This design comes from an exercise in tuning for small area on the open sky130 flow, not from production work.
In this exercise RTL edits were held to simulation tests only and were not proved equivalent to the original.
No run shown here takes its clock network from TritonCTS; it comes from the design's own scripts or RTL.
The clock input has no modelled driver; a real chip could not lean on it and would need a root buffer or a full tree.
Power is estimated from default activity; no workload was simulated.

==> design/flow/flow/run.sh <==
#!/bin/bash
# The standard layout, with these changes:
#  - synthesis: the standard synthesis script, but with an area-oriented ABC
#    script and without extract_fa (the registers are the same);
#  - the smallest buffer (buf_1) on the ports;
#  - a hand-built two-level clock tree (flow/manual_cts.tcl): one root
#    buffer driving one leaf buffer per k-means cluster of flip-flops.
# make's output goes to flow.log; each step's full log is under orfs/logs.
set -euo pipefail
W=$(pwd)
export MY_ABC_SCRIPT=$W/flow/abc_area.script
export BUFFER_PORTS_ARGS="-buffer_cell sky130_fd_sc_hd__buf_1"
export PRE_CTS_TCL=$W/flow/manual_cts.tcl
export MY_CTS_LEAVES=12
export MY_CTS_LEAF_CELL=sky130_fd_sc_hd__clkbuf_8
export MY_CTS_ROOT_CELL=sky130_fd_sc_hd__clkbuf_8
export MY_CTS_SLACK=1
sed "s|SYNTH_SCRIPT=[^ ]*|SYNTH_SCRIPT=$W/flow/my_synth.tcl REMOVE_ABC_BUFFERS=1|" standard.sh > my_standard.sh
grep -q "SYNTH_SCRIPT=$W/flow/my_synth.tcl" my_standard.sh
bash my_standard.sh > flow.log 2>&1
==> design/flow/flow/abc_area.script <==
strash
&get -n
&deepsyn -J 50
&put
&get -n
&dch -f
&nf -a -R 1000
&st
&dch -f
&nf -a -R 1000
&put
topo
==> design/flow/flow/manual_cts.tcl <==
# Clock tree built by hand in place of TritonCTS's H-tree: the flip-flops
# are split into clusters by k-means on their placement, each cluster is
# driven by one leaf clock buffer at its centroid, and one root buffer at
# the centroid of the leaves drives the leaves from the clock port.
proc manual_clock_tree {n_leaves leaf_cell root_cell} {
  set db [ord::get_db]
  set block [ord::get_db_block]
  set clk_net [$block findNet clk]
  set leaf_master [$db findMaster $leaf_cell]
  set root_master [$db findMaster $root_cell]
  set sinks {}
  set xs {}
  set ys {}
  foreach it [$clk_net getITerms] {
    set inst [$it getInst]
    set loc [$inst getLocation]
    set m [$inst getMaster]
    lappend sinks $it
    lappend xs [expr {[lindex $loc 0] + [$m getWidth] / 2}]
    lappend ys [expr {[lindex $loc 1] + [$m getHeight] / 2}]
  }
  set n [llength $sinks]
  # k-means, seeded with sinks spread along the sorted x order
  set order [lsort -integer -indices $xs]
  set cx {}
  set cy {}
  for {set k 0} {$k < $n_leaves} {incr k} {
    set i [lindex $order [expr {int(($k + 0.5) * $n / $n_leaves)}]]
    lappend cx [lindex $xs $i]
    lappend cy [lindex $ys $i]
  }
  # k-means with a cap on the sinks per cluster: each round assigns the
  # (sink, cluster) pairs in order of distance, skipping full clusters
  set cap [expr {($n + $n_leaves - 1) / $n_leaves + $::env(MY_CTS_SLACK)}]
  for {set iter 0} {$iter < 30} {incr iter} {
    set pairs {}
    for {set i 0} {$i < $n} {incr i} {
      for {set k 0} {$k < $n_leaves} {incr k} {
        lappend pairs [list [expr {abs([lindex $xs $i] - [lindex $cx $k]) + abs([lindex $ys $i] - [lindex $cy $k])}] $i $k]
      }
    }
    set pairs [lsort -real -index 0 $pairs]
    set assign [lrepeat $n -1]
    set count [lrepeat $n_leaves 0]
    foreach p $pairs {
      lassign $p d i k
      if {[lindex $assign $i] >= 0} { continue }
      if {[lindex $count $k] >= $cap} { continue }
      lset assign $i $k
      lset count $k [expr {[lindex $count $k] + 1}]
    }
    set ncx {}
    set ncy {}
    for {set k 0} {$k < $n_leaves} {incr k} {
      set sx 0.0; set sy 0.0; set c 0
      for {set i 0} {$i < $n} {incr i} {
        if {[lindex $assign $i] == $k} {
          set sx [expr {$sx + [lindex $xs $i]}]
          set sy [expr {$sy + [lindex $ys $i]}]
          incr c
        }
      }
      if {$c > 0} {
        lappend ncx [expr {int($sx / $c)}]
        lappend ncy [expr {int($sy / $c)}]
      } else {
        lappend ncx [lindex $cx $k]
        lappend ncy [lindex $cy $k]
      }
    }
    set cx $ncx
    set cy $ncy
  }
  # root buffer and its net
  set root_net [odb::dbNet_create $block "clknet_root"]
  $root_net setSigType CLOCK
  set root [odb::dbInst_create $block $root_master "clkbuf_root"]
  [$root findITerm A] connect $clk_net
  [$root findITerm X] connect $root_net
  set rx 0.0; set ry 0.0; set used 0
  for {set k 0} {$k < $n_leaves} {incr k} {
    set members {}
    for {set i 0} {$i < $n} {incr i} {
      if {[lindex $assign $i] == $k} { lappend members [lindex $sinks $i] }
    }
    if {[llength $members] == 0} { continue }
    set net [odb::dbNet_create $block "clknet_leaf_$k"]
    $net setSigType CLOCK
    set buf [odb::dbInst_create $block $leaf_master "clkbuf_leaf_$k"]
    [$buf findITerm A] connect $root_net
    [$buf findITerm X] connect $net
    foreach it $members {
      $it disconnect
      $it connect $net
    }
    $buf setLocation [lindex $cx $k] [lindex $cy $k]
    $buf setPlacementStatus PLACED
    set rx [expr {$rx + [lindex $cx $k]}]
    set ry [expr {$ry + [lindex $cy $k]}]
    incr used
    puts "manual CTS: leaf $k drives [llength $members] sinks"
  }
  $root setLocation [expr {int($rx / $used)}] [expr {int($ry / $used)}]
  $root setPlacementStatus PLACED
  global_connect
  puts "manual CTS: 1 root $root_cell, $used leaves $leaf_cell"
}

# Used as ORFS's PRE_CTS_TCL hook: the CTS step's clock_tree_synthesis call
# builds the tree above instead.
proc clock_tree_synthesis {args} {
  manual_clock_tree $::env(MY_CTS_LEAVES) $::env(MY_CTS_LEAF_CELL) $::env(MY_CTS_ROOT_CELL)
  set_propagated_clock [all_clocks]
}
==> design/flow/flow/my_synth.tcl <==
proc synth {args} { yosys synth -nofsm -noshare {*}$args }
proc extract_fa {args} { puts "extract_fa skipped" }
proc abc {args} {
  set i [lsearch -exact $args -script]
  if {$i < 0} { yosys abc {*}$args; return }
  set main $args
  lset main [expr {$i + 1}] $::env(MY_ABC_SCRIPT)
  if {[info exists ::env(MY_MUX_MODULES)]} {
    set mux $args
    lset mux [expr {$i + 1}] $::env(MY_ABC_SCRIPT_MUX)
    yosys abc {*}$mux {*}$::env(MY_MUX_MODULES)
    yosys abc {*}$main $::env(DESIGN_NAME) {*}[expr {[info exists ::env(MY_MAIN_EXTRA)] ? $::env(MY_MAIN_EXTRA) : ""}]
  } else {
    yosys abc {*}$main
  }
}
source $::env(SCRIPTS_DIR)/synth.tcl
# left out here: clear keep_hierarchy, flatten, clean up, hide names made inside functions, write 1_2_yosys.v
==> design/flow/standard.sh <==
#!/bin/bash
# synth_recipe.tcl (not shown) runs the flow's synth.tcl, then flattens the netlist and writes it again
# the make line also repeats each setting of config.mk as NAME=value (left out here)
make -C /OpenROAD-flow-scripts/flow DESIGN_CONFIG=/design/flow/config.mk WORK_HOME=/design/flow/orfs CLKGATE_MAP_FILE= SYNTH_SCRIPT=/design/flow/synth_recipe.tcl "${@:-finish}"
==> design/flow/config.mk <==
export PLATFORM = sky130hd
export DESIGN_NAME = dmqh
export DESIGN_NICKNAME = dmqh
export VERILOG_FILES = /design/flow/design.v
export SDC_FILE = /design/flow/constraint.sdc
export NUM_CORES = 4
export LEC_CHECK = 0
export CAP_MARGIN = 10
export CORE_MARGIN = 2
export CORE_UTILIZATION = 40
export GPL_TIMING_DRIVEN = 0
export PLACE_DENSITY = 0.6
export SLEW_MARGIN = 10
==> design/flow/constraint.sdc <==
create_clock -name core_clock -period 10.0 [get_ports {clk}]
set_input_delay 2.0000 -clock core_clock [delete_from_list [all_inputs] [get_ports {clk}]]
set_output_delay 2.0000 -clock core_clock [all_outputs]
set_load 0.01 [all_outputs]
==> design/flow/design.v <==
module dmqh_segenc (
    input  wire [7:0] code,
    input  wire       dp,
    input  wire       e,
    output reg  [7:0] seg
);
    reg [6:0] glyph;    
    always @* begin
        case (code)
            8'h20: glyph = 7'h00;   
            8'h2D: glyph = 7'h01;   
            8'h30: glyph = 7'h7E;   
            8'h31: glyph = 7'h30;   
            8'h32: glyph = 7'h6D;   
            8'h33: glyph = 7'h79;   
            8'h34: glyph = 7'h33;   
            8'h35: glyph = 7'h5B;   
            8'h36: glyph = 7'h5F;   
            8'h37: glyph = 7'h70;   
            8'h38: glyph = 7'h7F;   
            8'h39: glyph = 7'h7B;   
            8'h41: glyph = 7'h77;   
            8'h42: glyph = 7'h1F;   
            8'h43: glyph = 7'h4E;   
            8'h44: glyph = 7'h3D;   
            8'h45: glyph = 7'h4F;   
            8'h46: glyph = 7'h47;   
            8'h47: glyph = 7'h5E;   
            8'h48: glyph = 7'h37;   
            8'h49: glyph = 7'h06;   
            8'h4A: glyph = 7'h3C;   
            8'h4B: glyph = 7'h57;   
            8'h4C: glyph = 7'h0E;   
            8'h4D: glyph = 7'h54;   
            8'h4E: glyph = 7'h15;   
            8'h4F: glyph = 7'h7E;   
            8'h50: glyph = 7'h67;   
            8'h51: glyph = 7'h73;   
            8'h52: glyph = 7'h05;   
            8'h53: glyph = 7'h5B;   
            8'h54: glyph = 7'h0F;   
            8'h55: glyph = 7'h3E;   
            8'h56: glyph = 7'h1C;   
            8'h57: glyph = 7'h2A;   
            8'h58: glyph = 7'h37;   
            8'h59: glyph = 7'h3B;   
            8'h5A: glyph = 7'h6D;   
            default: glyph = 7'h00;  
        endcase
        if (e)
            glyph = 7'h7F;           
        seg = {glyph, dp};
    end
endmodule
module dmqh (
    input  wire        clk,
    input  wire        rst,              
    input  wire        tick_valid,
    input  wire [31:0] tick_cmd,
    output reg         tick_resp_valid,
    output wire [31:0] tick_resp,
    input  wire        host_valid,
    input  wire [31:0] host_cmd,
    output reg         host_resp_valid,
    output wire [31:0] host_resp,
    output wire [11:0] digit_en,
    output wire [7:0]  seg,
    output wire        relay,
    output wire        evt_pending
);
    reg [3:0]  idx;           
    reg [7:0]  buf_r [0:11];
    reg [7:0]  segout;
    reg [1:0]  lastph;
    reg        lastbtn;
    reg [1:0]  mbox;
    reg        relay_r;
    reg [15:0] tlow;
    reg [15:0] thigh;
    reg        t_err;         
    reg [1:0]  t_code;        
    reg [2:0]  h_kind;        
    reg [3:0]  h_arg;         
    localparam [2:0] K_SMALL = 3'b000;   
    localparam [2:0] K_ERR   = 3'b100;   
    localparam [2:0] K_RDDIG = 3'b001;   
    localparam [2:0] K_WRCHR = 3'b101;   
    localparam [2:0] K_RDREG = 3'b010;   
    wire [11:0] en;
    genvar gi;
    generate
        for (gi = 0; gi < 12; gi = gi + 1) begin : g_en
            assign en[gi] = (idx == gi);
        end
    endgenerate
    wire [3:0] idx_rd = {idx[3] & ~idx[2], idx[2:0]};
    assign digit_en    = en;
    assign seg         = segout;
    assign relay       = relay_r;
    assign evt_pending = mbox[1] | mbox[0];
    wire [3:0] t_op = tick_cmd[31:28];
    wire       t_opc  = t_op[3] & (t_op[2] | t_op[1]);
    wire       t_port = (t_op != 4'h1);
    wire       t_fld  = |tick_cmd[27:3];
    wire [1:0] t_status = t_opc ? 2'd1 : t_port ? 2'd2 : t_fld ? 2'd3 : 2'd0;
    wire       t_ok  = (t_status == 2'd0);
    wire       t_do  = tick_valid & t_ok;
    reg [3:0] idx_next;
    always @* begin
        case (idx)
            4'd0:  idx_next = 4'd5;
            4'd1:  idx_next = 4'd6;
            4'd2:  idx_next = 4'd7;
            4'd3:  idx_next = 4'd8;
            4'd4:  idx_next = 4'd9;
            4'd5:  idx_next = 4'd10;
            4'd6:  idx_next = 4'd11;
            4'd7:  idx_next = 4'd0;
            4'd8:  idx_next = 4'd1;
            4'd9:  idx_next = 4'd2;
            4'd10: idx_next = 4'd3;
            4'd11: idx_next = 4'd4;
            default: idx_next = 4'd0;
        endcase
    end
    wire       idx_7 = idx[2] & idx[1] & idx[0];    
    reg  [7:0] tick_byte;
    always @* begin
        tick_byte = ({8{en[0]}}  & buf_r[5])
                  | ({8{en[1]}}  & buf_r[6])
                  | ({8{en[2]}}  & buf_r[7])
                  | ({8{en[3]}}  & buf_r[8])
                  | ({8{en[4]}}  & buf_r[9])
                  | ({8{en[5]}}  & buf_r[10])
                  | ({8{en[6]}}  & buf_r[11])
                  | ({8{idx_7}}  & buf_r[0])
                  | ({8{en[8]}}  & buf_r[1])
                  | ({8{en[9]}}  & buf_r[2])
                  | ({8{en[10]}} & buf_r[3])
                  | ({8{en[11]}} & buf_r[4]);
    end
    wire [1:0] ph  = tick_cmd[1:0];
    wire       btn = tick_cmd[2];
    wire       press = lastbtn & ~btn;
    wire       ph11  = lastph[1] & lastph[0];
    wire [1:0] evt;
    assign evt[0] = press | (ph11 & ~ph[1] & ph[0]);
    assign evt[1] = press | (ph11 & ph[1] & ~ph[0]);
    wire [1:0] mbox_t = (t_do && evt != 2'd0) ? evt : mbox;
    wire [3:0]  h_op   = host_cmd[31:28];
    wire [3:0]  h_sel  = host_cmd[27:24];
    wire        h_f1   = host_cmd[17];
    wire        h_f0   = host_cmd[16];
    wire [15:0] h_data = host_cmd[15:0];
    wire z_sel = |host_cmd[27:24];
    wire z_mid = |host_cmd[23:18];
    wire z_hi8 = |host_cmd[15:8];
    wire z_lo5 = |host_cmd[7:3];
    wire z_lo3 = |host_cmd[2:0];
    reg mbz_bad;
    always @* begin
        case (h_op)
            4'h0, 4'h5: mbz_bad = z_sel | z_mid | h_f1 | h_f0 | z_hi8 | z_lo5 | z_lo3;
            4'h2:       mbz_bad = z_mid | h_f1 | h_f0 | z_hi8;
            4'h3, 4'h9: mbz_bad = z_mid | h_f1 | h_f0 | z_hi8 | z_lo5 | z_lo3;
            4'h4:       mbz_bad = z_mid | z_hi8;
            4'h6, 4'h7: mbz_bad = z_sel | z_mid | h_f1 | h_f0;
            4'h8:       mbz_bad = z_sel | z_mid | h_f1;
            default:    mbz_bad = 1'b0;
        endcase
    end
    wire sel_ge12 = h_sel[3] & h_sel[2];
    wire sel_ge10 = h_sel[3] & (h_sel[2] | h_sel[1]);
    wire is_wrdig = (h_op == 4'h2);
    wire is_rddig = (h_op == 4'h3);
    wire is_wrchr = (h_op == 4'h4);
    wire is_getev = (h_op == 4'h5);
    wire is_setlo = (h_op == 4'h6);
    wire is_sethi = (h_op == 4'h7);
    wire is_heval = (h_op == 4'h8);
    wire is_rdreg = (h_op == 4'h9);
    reg [2:0] h_status;
    always @* begin
        if (h_op[3] & (h_op[2] | h_op[1]))
            h_status = 3'd1;
        else if (h_op == 4'h1)
            h_status = 3'd2;
        else if (mbz_bad || (is_rdreg && sel_ge10))
            h_status = 3'd3;
        else if ((is_wrdig || is_rddig || is_wrchr) && sel_ge12)
            h_status = 3'd4;
        else
            h_status = 3'd0;
    end
    wire h_ok = (h_status == 3'd0);
    wire h_do = host_valid & h_ok;
    wire [7:0] enc_byte;
    dmqh_segenc u_enc (
        .code (h_data[7:0]),
        .dp   (h_f0),
        .e    (h_f1),
        .seg  (enc_byte)
    );
    wire [7:0] chr_byte = {enc_byte[4:2], enc_byte[7:5], enc_byte[1:0]};
    wire [3:0] chr_pos  = 4'd11 - h_sel;
    wire [16:0] c_ge_h, c_le_l;
    assign c_ge_h[0] = 1'b1;
    assign c_le_l[0] = 1'b1;
    genvar gc;
    generate
        for (gc = 0; gc < 16; gc = gc + 1) begin : g_cmp
            wire t_b = (gc == 15) ? ~h_data[gc] : h_data[gc];
            wire h_b = (gc == 15) ? ~thigh[gc]  : thigh[gc];
            wire l_b = (gc == 15) ? ~tlow[gc]   : tlow[gc];
            assign c_ge_h[gc+1] = (t_b & ~h_b) | (t_b & c_ge_h[gc]) | (~h_b & c_ge_h[gc]);
            assign c_le_l[gc+1] = (l_b & ~t_b) | (l_b & c_le_l[gc]) | (~t_b & c_le_l[gc]);
        end
    endgenerate
    wire t_ge_h = c_ge_h[16];
    wire t_le_l = c_le_l[16];
    wire relay_new = ~h_f0 & ~t_ge_h & (t_le_l | relay_r);
    wire [3:0] w_addr = is_wrchr ? chr_pos : h_sel;
    wire       w_any  = h_do & (is_wrdig | is_wrchr);
    wire [7:0] w_data = rst ? 8'd0 : (is_wrchr ? chr_byte : h_data[7:0]);
    wire [15:0] th_data = rst ? 16'h8000 : h_data;
    integer i;
    always @(posedge clk) begin
        for (i = 0; i < 12; i = i + 1)
            if (rst | (w_any & (w_addr == i)))
                buf_r[i] <= w_data;
        if (rst | (h_do & is_setlo))
            tlow <= th_data;
        if (rst | (h_do & is_sethi))
            thigh <= th_data;
        if (rst | t_do)
            segout <= rst ? 8'd0 : tick_byte;
        if (rst | t_do)
            idx <= rst ? 4'd15 : idx_next;
    end
    always @(posedge clk) begin
        if (rst) begin
            lastph  <= 2'b00;
            lastbtn <= 1'b0;
            mbox    <= 2'd0;
            relay_r <= 1'b0;
        end else begin
            if (t_do) begin
                lastph  <= ph;
                lastbtn <= btn;
            end
            if (h_do && is_getev)
                mbox <= 2'd0;
            else
                mbox <= mbox_t;
            if (h_do && is_heval)
                relay_r <= relay_new;
        end
    end
    always @(posedge clk) begin
        tick_resp_valid <= tick_valid & ~rst;
        host_resp_valid <= host_valid & ~rst;
        t_err  <= ~t_ok;
        t_code <= t_ok ? evt : t_status;
        if (!h_ok) begin
            h_kind <= K_ERR;
            h_arg  <= {1'b0, h_status};
        end else if (is_rddig) begin
            h_kind <= K_RDDIG;
            h_arg  <= h_sel;
        end else if (is_wrchr) begin
            h_kind <= K_WRCHR;
            h_arg  <= chr_pos;
        end else if (is_rdreg) begin
            h_kind <= K_RDREG;
            h_arg  <= h_sel;
        end else if (is_getev) begin
            h_kind <= K_SMALL;
            h_arg  <= {2'b00, mbox_t};
        end else if (is_heval) begin
            h_kind <= K_SMALL;
            h_arg  <= {2'b00, relay_new ^ relay_r, relay_new};
        end else begin
            h_kind <= K_SMALL;
            h_arg  <= 4'd0;
        end
    end
    assign tick_resp = {2'b00, t_err ? t_code : 2'b00, 22'd0,
                        t_err ? 2'b00 : t_code, t_err ? 4'd0 : idx};
    wire [11:0] a_dec;
    generate
        for (gi = 0; gi < 12; gi = gi + 1) begin : g_adec
            assign a_dec[gi] = (h_arg == gi);
        end
    endgenerate
    wire k_buf = h_kind[0];
    wire k_reg = h_kind[1];
    wire k_x   = h_kind[2];
    reg [15:0] h_value;
    integer k;
    always @* begin
        h_value = 16'd0;
        for (k = 0; k < 12; k = k + 1)
            h_value[7:0] = h_value[7:0] | ({8{k_buf & a_dec[k]}} & buf_r[k]);
        h_value[11:8] = {4{k_buf & k_x}} & h_arg;
        h_value[1:0]  = h_value[1:0] | ({2{~k_buf & ~k_reg & ~k_x}} & h_arg[1:0]);
        h_value = h_value
                | ({16{k_reg & a_dec[0]}} & {12'd0, idx_rd})
                | ({16{k_reg & a_dec[1]}} & {4'd0, en})
                | ({16{k_reg & a_dec[2]}} & {8'd0, segout})
                | ({16{k_reg & a_dec[3]}} & {13'd0, lastbtn, lastph})
                | ({16{k_reg & a_dec[4]}} & {14'd0, mbox})
                | ({16{k_reg & a_dec[5]}} & {15'd0, relay_r})
                | ({16{k_reg & a_dec[6]}} & tlow)
                | ({16{k_reg & a_dec[7]}} & thigh)
                | ({16{k_reg & a_dec[8]}} & 16'h050C)
                | ({16{k_reg & a_dec[9]}} & 16'h0001);
    end
    wire [2:0] h_stat_out = {3{~k_buf & ~k_reg & k_x}} & h_arg[2:0];
    assign host_resp = {1'b0, h_stat_out, 12'd0, h_value};
endmodule
==> results of run 1 <==
cell type report:
cell class	count	area, um2
Timing Repair Buffer	125	520.5
Multi-Input combinational cell	533	3312
Buffer	13	178.9
Inverter	27	101.3
Sequential cell	158	4564
Tap cell	270	337.8
Fill cell	1867	11020
kinds of logic after synthesis:
kind of cell	count (synthesis)	share of synthesized area, %
AO/OA/AOI/OAI	249	23.69
AND/OR/NAND/NOR	239	14.27
flip-flops	158	56.41
buffers and inverters	64	4.685
XOR/XNOR	6	0.6494
multiplexers	2	0.2474
other	1	0.04634
registers in the layout, indices dropped and copies added, names as in the netlist, 2 cells and up:
signal / cells
t_code: 2
tlow: 16
idx: 4
h_kind: 3
thigh: 16
lastph: 2
buf_r: 96
h_arg: 4
segout: 8
mbox: 2
cells in the final DEF, fill, tap and decap left out, drive strengths merged, types with 13 or more instances in the layout:
cell type,instances
edfxtp,140
clkinv,27
a31oi,13
dfxtp,18
o21ai,20
buf,125
a222oi,42
a221oi,14
a22o,19
conb,37
nor3,20
a22oi,34
clkbuf,13
nand2,51
nor2,77
nand3,16
a21oi,26
worst min-delay path by stage:
stage | from | to | slack (ns) | depth (start not counted)
2_1_floorplan | lastbtn | lastbtn | 0.46 | 1
3_3_place_gp | lastbtn | lastbtn | 0.49 | 1
3_5_place_dp | lastbtn | lastbtn | 0.50 | 1
4_1_cts | lastbtn | lastbtn | 0.53 | 1
5_1_grt | lastbtn | lastbtn | 0.55 | 1
6_report | lastbtn | lastbtn | 0.53 | 1
power breakdown:
group	total (W)	switching, W	internal [W]
Clock	0.000316	0.000201	0.000116
Sequential	0.000824	0.0000432	0.000781
Combinational	0.000168	0.000115	0.0000529
Total	0.00131	0.000359	0.000950
per-stage QoR:
step           utilization, %  std cells  hold slack, ns  cell area, um2  setup WS, ns
2_1_floorplan               -        718          0.4642            7949         3.938
3_3_place_gp            43.56       1106          0.4910            8730         1.962
3_5_place_dp            44.09       1113          0.4988            8836         2.499
4_1_cts                 44.99       1126          0.5283            9015         2.970
5_1_grt                 44.99       1126          0.5527            9015         2.498
6_report                44.99       1126          0.5251            9015         2.801
layer usage:
metal | GRT usage [%] | share of wire [%] | up-vias
met3 | 3.781 | 11 | 89
met2 | 40.94 | 46 | 526
met1 | 33.66 | 39 | 3503
met4 | 8.883 | 4.1 | 0
li1 | - | - | 3155
met5 | 0 | 0 | -
==> results by group, run 1 <==
Global route
  • First-pass GRT wire length: 41010 um
  • Initial antenna violation count: 0
  • Overflow after GRT: 0
  • Pin count of the biggest net entering global routing: 32
  • GRT Total Usage: 24.87%
  • Vias in the first global route: 6724

Placement
  • Placer Congestion: 0.8870
  • PortBufs: 118
  • DP Wirelength: 19410 um

Critical path
  • Worst-path cell chain: buf_1 > clkinv_1 > nor2_1 > a211oi_1 > o21ai_0 > o211ai_1 > or4_1 > a211oi_1 > o2111ai_1 > o2111a_1 > a21oi_1 > nand4_1 > a21oi_1 > nand2_1 > nor2_1 > clkinv_1 > nor2_1 > a21o_1
  • CP peak stage delay: 0.59 ns
  • R2r worst-path depth: 15
  • CP startpoint kind: primary input
  • CP Data Required Time: 10.09 ns
  • Largest delay contributor family on the critical path: compound AO/OA/AOI/OAI gates
  • R2R setup slack: 7.08 ns
  • Worst Path Max Fanout: 11
  • CP Depth: 18
  • Kind of critical path: in2reg
  • Worst r2r dst: h_arg[1]
  • Worst setup EP type: flop
  • Worst path slowest cell: a21o_1
  • CP endpoint: buf_r[0][4]
  • CP Launch Point: host_cmd[3]
  • Crit path top cell by count: nor2_1
  • Worst path arrival time: 7.28 ns
  • Launch point of the worst reg-to-reg path: thigh[3]
  • CP bufs+invs: 3

STA
  • Worst rel slew slack: 9.511%
  • Sum Neg Setup Slack: 0 ns
  • Measured slew at the worst slew-check pin: 1.352 ns
  • Final setup fails: 0
  • Final Hold Vio Count: 0
  • Period utilisation layout: 71.99%
  • Unrepaired setup endpoints after global routing: false
  • Slew Limit Fails: 0
  • Clock skew: 0.01989 ns
  • Fmax: 138.9 MHz
  • Post-layout min period: 7.199 ns

Route
  • Via count: 7273
  • Routed WL: 27810 um
  • Vias/cell: 6.459
  • Drt pass-1 iters: 7
  • DR iter-0 viols: 1273
  • DR DRC count: 0
  • DR WL/cell: 24.70 um
  • Post-DRT Antenna Nets: 0

Pwr
  • VDD IR max: 0.0001036 V
  • PD cells: 145.2 nW/um2
  • Total power: 0.001309 W
  • Leakage: 2.867 nW

Logic synthesis
  • Top post-synthesis cells by area: edfxtp_1, a222oi_1, dfxtp_1, nor2_1, buf_4
  • Avg Cell Area, Syn: 11.25 um2
  • Post-synth top area share: 51.96%
  • Synthesized flop and latch total: 158
  • Most frequent cell after synthesis: edfxtp_1
  • Number of synthesized flops with an enable pin: 140
  • Ys async rst share: 0%
  • Synth Cell Area: 8092 um2
  • Mapped Cells: 719
  • Commonest cells post-synth: edfxtp_1, nor2_1, nand2_1, a222oi_1, buf_4
  • Synth unique cells: 56
  • Warnings, synthesis: 3
  • Sequential fraction of the synthesis area: 56.41%
  • Post-synth top flop: edfxtp_1
  • Post-synth top area cell: edfxtp_1

Run status
  • Status: timing/DRC/antenna clean

Final layout
  • # diodes: 0
  • Layout area overhead: 11.41%
  • Post-layout net count: 926
  • Layout cells sized above 1: 3.271%

Hold path
  • Worst min path class: reg2reg

Run
  • Max cap viols: 0

Clock network
  • # hold bufs at CTS: 0
  • Worst-path clk slew: 0.10 ns
  • Post-CTS setup buffer count: 0
  • Resize count post-CTS: 0
  • Worst skew pair latency: 0.47 ns

Floorplanning
  • Initial Util: 40.38%
  • Die span in y: 146.2 um
  • Die ar.: 21380 um2
  • Chip Width: 146.2 um
  • IO Count: 156
  • Row count: 52
  • Core footprint: 20040 um2
==> run 2: changes to the inputs <==
--- a/design/flow/flow/run.sh
+++ b/design/flow/flow/run.sh
@@ -15,3 +15,3 @@
 export MY_CTS_LEAF_CELL=sky130_fd_sc_hd__clkbuf_8
-export MY_CTS_ROOT_CELL=sky130_fd_sc_hd__clkbuf_8
+export MY_CTS_ROOT_CELL=sky130_fd_sc_hd__clkbuf_4
 export MY_CTS_SLACK=1
--- a/design/flow/config.mk
+++ b/design/flow/config.mk
@@ -7,3 +7,3 @@
 export LEC_CHECK = 0
-export CAP_MARGIN = 10
+export CAP_MARGIN = 5
 export CORE_MARGIN = 2
@@ -12,2 +12,2 @@
 export PLACE_DENSITY = 0.6
-export SLEW_MARGIN = 10
+export SLEW_MARGIN = 5
==> run 2 against run 1 <==
Compared with the run above:
- die area unchanged
- synthesized cell count stayed put
- critical path depth is the same
- worst hold slack got worse by 0.0032 ns
- cell area barely moved
- combinational power barely moved
- clock skew increased by 0.0021 ns
- first-iteration DRC count shrank 5.9%
- cell count hardly changed
- total power fell by 0.77%
- highest routed layer unchanged
- clock power fell by 3%
==> results by group, run 2 <==
Clock network
  • Worst skew pair latency: 0.60 ns (+0.13 ns)
  • Post-CTS setup buffer count: 0 (unchanged)
  • Resize count post-CTS: 0 (unchanged)
  • Worst-path clk slew: 0.09 ns (about the same)
  • # hold bufs at CTS: 0 (unchanged)

Logic synthesis
  • Sequential fraction of the synthesis area: 56.41% (unchanged)
  • Synth Cell Area: 8092 um2 (unchanged)
  • Commonest cells post-synth: edfxtp_1, nor2_1, nand2_1, a222oi_1, buf_4
  • Ys async rst share: 0% (unchanged)
  • Post-synth top flop: edfxtp_1
  • Most frequent cell after synthesis: edfxtp_1
  • Synthesized flop and latch total: 158 (unchanged)
  • Top post-synthesis cells by area: edfxtp_1, a222oi_1, dfxtp_1, nor2_1, buf_4
  • Mapped Cells: 719 (unchanged)
  • Number of synthesized flops with an enable pin: 140 (unchanged)
  • Post-synth top area cell: edfxtp_1
  • Warnings, synthesis: 3 (unchanged)
  • Synth unique cells: 56 (unchanged)
  • Post-synth top area share: 51.96% (unchanged)
  • Avg Cell Area, Syn: 11.25 um2 (unchanged)

Final layout
  • Multi-input logic area: 3312 um2 (unchanged)
  • Commonest non-fill, non-tap cells in the layout: edfxtp_1, buf_1, nor2_1, nand2_1, a222oi_1
  • Fill cells: 1945 (+4.2%)
  • Max FFs per register: 96 (unchanged)
  • Layout area overhead: 11.46% (about the same)
  • Commonest non-fill, non-tap cell in the layout: edfxtp_1
  • Largest registers: buf_r (96), thigh (16), tlow (16)
  • Post-layout net count: 926 (unchanged)
  • Register Area: 4564 um2 (unchanged)
  • Layout cells sized above 1: 3.271% (unchanged)
  • Most flops, register: buf_r

Pwr
  • Leakage: 2.866 nW (about the same)
  • VDD IR max: 0.00007363 V (-29%)
  • Total power: 0.001299 W (-0.77%)
  • PD cells: 144.0 nW/um2 (-0.81%)

Placement
  • Placer Congestion: 0.8870 (unchanged)
  • PortBufs: 118 (unchanged)
  • DP Wirelength: 19380 um (-0.14%)

Critical path
  • CP peak stage delay: 0.58 ns (about the same)
  • Crit path top cell by count: nor2_1
  • Worst-path cell chain: buf_1 > clkinv_1 > nor2_1 > a211oi_1 > o21ai_0 > o211ai_1 > or4_1 > a211oi_1 > o2111ai_1 > o2111a_1 > a21oi_1 > nand4_1 > a21oi_1 > nand2_1 > nor2_1 > clkinv_1 > nor2_1 > a21o_1
  • Kind of critical path: in2reg
  • CP Data Required Time: 10.22 ns (+0.13 ns)
  • CP startpoint kind: primary input
  • Worst Path Max Fanout: 11 (unchanged)
  • Worst path slowest cell: a21o_1
  • Worst path arrival time: 7.22 ns (-0.06 ns)
  • Worst setup EP type: flop

Floorplanning
  • Row count: 52 (unchanged)
  • IO Count: 156 (unchanged)
  • Chip Width: 146.2 um (unchanged)
  • Die span in y: 146.2 um (unchanged)
  • Die ar.: 21380 um2 (unchanged)
  • Core footprint: 20040 um2 (unchanged)
  • Initial Util: 40.38% (unchanged)

Global route
  • Met1 Track Usage GR: 33.60% (-0.061 points)
  • Overflow after GRT: 0 (unchanged)
  • GRT Total Usage: 24.99% (+0.12 points)
  • Vias in the first global route: 6805 (+1.2%)
  • Pin count of the biggest net entering global routing: 32 (unchanged)
  • Top Usage Layer GRT: met2
  • Initial antenna violation count: 1 (+1)
  • Met3 Track Usage GR: 3.969% (+0.19 points)
  • First-pass GRT wire length: 41100 um (+0.24%)
  • Met2 Use GR: 40.57% (-0.38 points)

STA
  • Measured slew at the worst slew-check pin: 1.393 ns (+0.04067 ns)
  • Slew Limit Fails: 0 (unchanged)
  • Clock skew: 0.02204 ns (+0.002147 ns)
  • Final setup fails: 0 (unchanged)
  • Unrepaired setup endpoints after global routing: false
  • Period utilisation layout: 70.06% (-1.9 points)
  • Final Hold Vio Count: 0 (unchanged)
  • Worst rel slew slack: 6.790% (-2.7 points)
  • Post-layout min period: 7.006 ns (-0.1924 ns)
  • Fmax: 142.7 MHz (+2.7%)
  • Sum Neg Setup Slack: 0 ns (unchanged)

Route
  • DR WL/cell: 24.76 um (+0.23%)
  • DR iter-0 viols: 1198 (-5.9%)
  • Drt pass-1 iters: 7 (unchanged)
  • Vias/cell: 6.453 (-0.10%)
  • DR DRC count: 0 (unchanged)
  • Routed WL: 27900 um (+0.32%)
  • Post-DRT Antenna Nets: 0 (unchanged)
  • Via count: 7272 (-0.014%)

Run status
  • Status: timing/DRC/antenna clean

Hold path
  • Worst min path class: reg2reg

Run
  • Max cap viols: 0 (unchanged)
## run 2: cell types whose count changed in the layout (fill, tap and decap cells not counted)
cell      change
clkbuf_8      -1
buf_6         +2
buf_4         -2
diode_2       +1
clkbuf_4      +1
## run 2: logic make-up after synthesis
group	after synthesis	synth area share, %
AOI/OAI and AO/OA	249	23.69
xor gates and xnor gates	6	0.6494
buffers and inverters	64	4.685
DFF	158	56.41
muxes	2	0.2474
other	1	0.04634
and+or+nand+nor	239	14.27
## run 2: per-stage QoR
stage	worst slack, ns	cells	util [%]	cell area, um2	hold WS [ns]
detailed placement	2.598	1113	44.13	8843	0.4988
CTS	3.188	1126	44.99	9016	0.5257
floorplan	3.938	718	-	7949	0.4642
global placement	1.962	1106	43.56	8730	0.4910
finish	2.994	1127	45.01	9019	0.5219
global route	2.697	1127	45.01	9019	0.5496
## run 2: path summary, 6_finish.rpt
path / startpoint / endpoint / cells past startpoint / slack (ns)
setup reg to reg: thigh[3] / h_arg[1] / 15 / 7.08
hold / removal: lastbtn / lastbtn / 1 / 0.52
setup / recovery: host_cmd[3] / buf_r[0][4] / 18 / 2.99
hold reg to reg: lastbtn / lastbtn / 1 / 0.52
## run 2: layout make-up
cell class / instances / area share, %
diodes: 1 / 0.02775
plain buffers: 13 / 1.915
flip-flops and latches: 158 / 50.61
inverters: 27 / 1.124
well taps: 270 / 3.746
repair buffers: 125 / 5.855
multi-input cells: 533 / 36.72
## run 2: critical path: cells and delay by family
family / cells / cell delay [ns]
and+or+nand+nor: 6 / 1.86
AOI/OAI and AO/OA: 9 / 2.36
buffers and inverters: 3 / 0.99
## run 2: per-layer routing
metal,wire length [um],share of wire [%]
met2,12610,45
met1,10800,39
met5,0,0
met4,1414,5.1
met3,3074,11
## run 2: where the power goes
part	switching (W)	internal [W]	total, W	leakage [nW]
logic	0.000115	0.0000530	0.000168	1.27
registers	0.0000432	0.000781	0.000824	1.50
clock network	0.000196	0.000110	0.000306	0.0909
total	0.000354	0.000944	0.00130	2.87
==> run 3: changes to the inputs <==
--- a/design/flow/flow/run.sh
+++ b/design/flow/flow/run.sh
@@ -6,3 +6,4 @@
 #  - a hand-built two-level clock tree (flow/manual_cts.tcl): one root
-#    buffer driving one leaf buffer per k-means cluster of flip-flops.
+#    buffer driving one leaf buffer per k-means cluster of flip-flops, with
+#    the fewest leaves whose estimated clock-pin slew is at most 105 ps.
 # make's output goes to flow.log; each step's full log is under orfs/logs.
@@ -13,6 +14,8 @@
 export PRE_CTS_TCL=$W/flow/manual_cts.tcl
-export MY_CTS_LEAVES=12
+export MY_CTS_MIN_LEAVES=9
+export MY_CTS_LEAVES=13
+export MY_CTS_SLEW_TARGET=0.105
 export MY_CTS_LEAF_CELL=sky130_fd_sc_hd__clkbuf_8
 export MY_CTS_ROOT_CELL=sky130_fd_sc_hd__clkbuf_4
-export MY_CTS_SLACK=1
+export MY_CTS_SLACK=0
 sed "s|SYNTH_SCRIPT=[^ ]*|SYNTH_SCRIPT=$W/flow/my_synth.tcl REMOVE_ABC_BUFFERS=1|" standard.sh > my_standard.sh
--- a/design/flow/flow/manual_cts.tcl
+++ b/design/flow/flow/manual_cts.tcl
@@ -77,2 +77,5 @@
   set root [odb::dbInst_create $block $root_master "clkbuf_root"]
+  set ::mcts_insts [list $root]
+  set ::mcts_nets [list $root_net]
+  set ::mcts_sinks $sinks
   [$root findITerm A] connect $clk_net
@@ -89,2 +92,4 @@
     set buf [odb::dbInst_create $block $leaf_master "clkbuf_leaf_$k"]
+    lappend ::mcts_insts $buf
+    lappend ::mcts_nets $net
     [$buf findITerm A] connect $root_net
@@ -108,7 +113,41 @@
 
+# Undo manual_clock_tree: the sinks go back on the clock net.
+proc undo_manual_clock_tree {} {
+  set block [ord::get_db_block]
+  set clk_net [$block findNet clk]
+  foreach it $::mcts_sinks {
+    $it disconnect
+    $it connect $clk_net
+  }
+  foreach inst $::mcts_insts { odb::dbInst_destroy $inst }
+  foreach net $::mcts_nets { odb::dbNet_destroy $net }
+}
+
+# Worst slew at a flip-flop clock pin, from placement parasitics.
+proc worst_clock_pin_slew {} {
+  estimate_parasitics -placement
+  set worst 0
+  foreach p [get_pins -hierarchical */CLK] {
+    set s [get_property $p slew_max]
+    if {$s > $worst} { set worst $s }
+  }
+  return $worst
+}
+
 # Used as ORFS's PRE_CTS_TCL hook: the CTS step's clock_tree_synthesis call
-# builds the tree above instead.
+# builds the tree above instead, with the fewest leaf buffers (from
+# MY_CTS_MIN_LEAVES up) whose estimated clock-pin slew is at most
+# MY_CTS_SLEW_TARGET (in the library's time unit); MY_CTS_LEAVES is the
+# fallback.
 proc clock_tree_synthesis {args} {
+  set_propagated_clock [all_clocks]
+  for {set n $::env(MY_CTS_MIN_LEAVES)} {$n < $::env(MY_CTS_LEAVES)} {incr n} {
+    manual_clock_tree $n $::env(MY_CTS_LEAF_CELL) $::env(MY_CTS_ROOT_CELL)
+    set w [worst_clock_pin_slew]
+    puts "manual CTS: $n leaves, worst clock-pin slew $w"
+    if {$w <= $::env(MY_CTS_SLEW_TARGET)} { return }
+    undo_manual_clock_tree
+  }
   manual_clock_tree $::env(MY_CTS_LEAVES) $::env(MY_CTS_LEAF_CELL) $::env(MY_CTS_ROOT_CELL)
-  set_propagated_clock [all_clocks]
+  puts "manual CTS: $::env(MY_CTS_LEAVES) leaves, worst clock-pin slew [worst_clock_pin_slew]"
 }
--- a/design/flow/config.mk
+++ b/design/flow/config.mk
@@ -7,3 +7,3 @@
 export LEC_CHECK = 0
-export CAP_MARGIN = 5
+export CAP_MARGIN = 10
 export CORE_MARGIN = 2
@@ -12,2 +12,2 @@
 export PLACE_DENSITY = 0.6
-export SLEW_MARGIN = 5
+export SLEW_MARGIN = 10
==> run 3 against run 2 <==
Compared with the run above:
- via count decreased by 0.81%
- synthesized area unchanged
- core utilization decreased by 0.12 points
- cell area decreased by 0.26%
- largest cell class unchanged
- largest power group unchanged
==> results by group, run 3 <==
Run status
  • Status: timing/DRC/antenna clean

Final layout
  • # diodes: 0 (-1)
  • Most flops, register: buf_r
  • Commonest non-fill, non-tap cell in the layout: edfxtp_1
  • Layout cells sized above 1: 3.158% (-0.11 points)
  • Post-layout net count: 925 (-0.11%)
  • Largest registers: buf_r (96), thigh (16), tlow (16)
  • Layout area overhead: 11.16%
  • Post-Layout Cell Count: 1125 (-0.18%)
  • Commonest non-fill, non-tap cells in the layout: edfxtp_1, buf_1, nor2_1, nand2_1, a222oi_1
  • Max FFs per register: 96 (unchanged)

Placement
  • Placed cell count: 1113 (unchanged)
  • PortBufs: 118 (unchanged)
  • DP Wirelength: 19410 um (+0.14%)
  • Placer Congestion: 0.8870 (unchanged)
  • Dpl ws: 2.499 ns (-0.09897 ns)

Route
  • Via count: 7213 (-0.81%)
  • DR DRC count: 0 (unchanged)
  • Drt pass-1 iters: 6 (-1)
  • Vias/cell: 6.412 (-0.63%)
  • Post-DRT Antenna Nets: 0 (unchanged)
  • DR WL/cell: 24.73 um (about the same)
  • Routed WL: 27830 um (-0.27%)
  • DR iter-0 viols: 1346 (+12%)

Floorplanning
  • Chip Width: 146.2 um (unchanged)
  • Initial Util: 40.38% (unchanged)
  • IO Count: 156 (unchanged)
  • Row count: 52 (unchanged)
  • Die ar.: 21380 um2 (unchanged)
  • Die span in y: 146.2 um (unchanged)
  • Core footprint: 20040 um2 (unchanged)

STA
  • Smallest hold slack: 0.5239 ns (+0.001973 ns)
  • Slew Limit Fails: 0 (unchanged)
  • Worst rel slew slack: 11.21% (+4.4 points)
  • Final worst slack: 2.951 ns (-0.04315 ns)
  • Post-layout min period: 7.049 ns (+0.04315 ns)
  • Unrepaired setup endpoints after global routing: false
  • Final setup fails: 0 (unchanged)
  • Final Hold Vio Count: 0 (unchanged)
  • Period utilisation layout: 70.49% (+0.43 points)
  • Fmax: 141.9 MHz (-0.61%)
  • Measured slew at the worst slew-check pin: 1.327 ns (-0.06611 ns)
  • Clock skew: 0.01558 ns (-0.006458 ns)
  • Sum Neg Setup Slack: 0 ns (unchanged)

Pwr
  • PD cells: 143.8 nW/um2 (-0.13%)
  • Leakage: 2.857 nW (-0.30%)
  • VDD IR max: 0.00006940 V (-5.7%)

Logic synthesis
  • Most frequent cell after synthesis: edfxtp_1
  • Commonest cells post-synth: edfxtp_1, nor2_1, nand2_1, a222oi_1, buf_4
  • Synth Cell Area: 8092 um2 (unchanged)
  • Ys async rst share: 0% (unchanged)
  • Post-synth top area cell: edfxtp_1
  • Top post-synthesis cells by area: edfxtp_1, a222oi_1, dfxtp_1, nor2_1, buf_4
  • Mapped Cells: 719 (unchanged)
  • Sequential fraction of the synthesis area: 56.41% (unchanged)
  • Post-synth top flop: edfxtp_1
  • Synth unique cells: 56 (unchanged)
  • Post-synth top area share: 51.96% (unchanged)
  • Synthesized flop and latch total: 158 (unchanged)
  • Warnings, synthesis: 3 (unchanged)
  • Avg Cell Area, Syn: 11.25 um2 (unchanged)
  • Number of synthesized flops with an enable pin: 140 (unchanged)

Critical path
  • Worst setup EP type: flop
  • Worst path arrival time: 7.27 ns (+0.05 ns)
  • CP startpoint kind: primary input
  • Kind of critical path: in2reg
  • CP Data Required Time: 10.22 ns (about the same)
  • Worst Path Max Fanout: 11 (unchanged)

Clock network
  • Worst skew pair latency: 0.59 ns (about the same)
  • Worst-path clk slew: 0.09 ns (about the same)
  • # hold bufs at CTS: 0 (unchanged)
  • Resize count post-CTS: 0 (unchanged)
  • Post-CTS setup buffer count: 0 (unchanged)

Hold path
  • Worst min path class: reg2reg

Global route
  • Pin count of the biggest net entering global routing: 32 (unchanged)
  • First-pass GRT wire length: 41040 um (-0.15%)
  • GRT Total Usage: 24.87% (-0.12 points)
  • Vias in the first global route: 6681 (-1.8%)
  • Overflow after GRT: 0 (unchanged)
  • Initial antenna violation count: 0 (-1)

Run
  • Max cap viols: 0 (unchanged)
-- run 3: cell counts after synthesis --
No cell type changed its count.
-- run 3: critical path, cell delays in order --
cell,delay (ns)
buf_1,0.33
clkinv_1,0.43
nor2_1,0.25
a211oi_1,0.09
o21ai_0,0.23
o211ai_1,0.16
or4_1,0.51
a211oi_1,0.27
o2111ai_1,0.16
o2111a_1,0.28
a21oi_1,0.23
nand4_1,0.19
a21oi_1,0.37
nand2_1,0.18
nor2_1,0.46
clkinv_1,0.23
nor2_1,0.29
a21o_1,0.58
-- run 3: cell families (layout without fill, tap and decap cells) --
group	after synthesis	after routing	synth area share [%]
xor+xnor	6	6	0.6494
compound gates	249	249	23.69
other cells	1	37	0.04634
simple gates	239	239	14.27
mux	2	2	0.2474
flops	158	158	56.41
buf+inv	64	164	4.685
-- run 3: final cells by class --
cell class                      instances  area [um2]
Inverter                               27       101.3
Fill cell                            1873       11040
Multi-Input combinational cell        533        3312
Sequential cell                       158        4564
Buffer                                 12       158.9
Timing Repair Buffer                  125       520.5
Tap cell                              270       337.8
-- run 3: path summary, 6_finish.rpt --
path                from          end  slack (ns)  depth (start not counted)
max          host_cmd[3]  buf_r[0][5]        2.95                         18
min              lastbtn      lastbtn        0.52                          1
max reg2reg     thigh[3]     h_arg[1]        7.07                         15
min reg2reg      lastbtn      lastbtn        0.52                          1
-- run 3: metal layers --
layer	up-vias	part of all wire, %	wire length, um	GRT usage (%)
met1	3428	39	10720	33.72
li1	3161	-	-	-
met3	91	11	3165	3.688
met5	-	0	0	0
met2	533	46	12710	40.73
met4	0	4.4	1230	9.320
-- run 3: stage by stage --
stage	util, %	area, um2	total power [W]
2_1_floorplan	-	7949	0.0009163
3_3_place_gp	43.56	8730	0.001000
3_5_place_dp	44.09	8836	0.001003
4_1_cts	44.89	8995	0.001294
5_1_grt	44.89	8995	0.001338
6_report	44.89	8995	0.001294
-- run 3: power breakdown --
part           internal [W]  leakage (nW)  switching [W]
Sequential         0.000781          1.50      0.0000429
Clock              0.000102        0.0837       0.000200
Combinational     0.0000529          1.27       0.000116

==> separate check: timing with driven ports <==
Ports are ideal in the flow. The routed layouts listed here were re-timed in OpenROAD.
Step 1: set_driving_cell puts a clkbuf_16 on clk and a buf_2 on each other input, an assumption about the parent block.
Step 2 times the ports against the registers' clock, not the clock port: input delays grow and output delays shrink by t, the midpoint of the rising clock arrivals with the driver on.
Three values: ideal, step 1, step 2; two values: the first two.
run	shift t [ns]	slack for setup (ns)	worst setup path after step 2	clock arrival spread, ns	cell pins on the clock port's net
run 1	0.498	2.801 / 2.819 / 2.321	input to register	0.026 / 0.027	1
run 2	0.624	2.994 / 3.002 / 2.378	input to register	0.023 / 0.024	1
run 3	0.629	2.951 / 2.969 / 2.340	input to register	0.019 / 0.019	1
After both steps setup and hold are still met in every run listed. For run 2, which loses most, drivers alone change the setup slack by +0.008 ns; drivers and shift together by -0.616 ns.
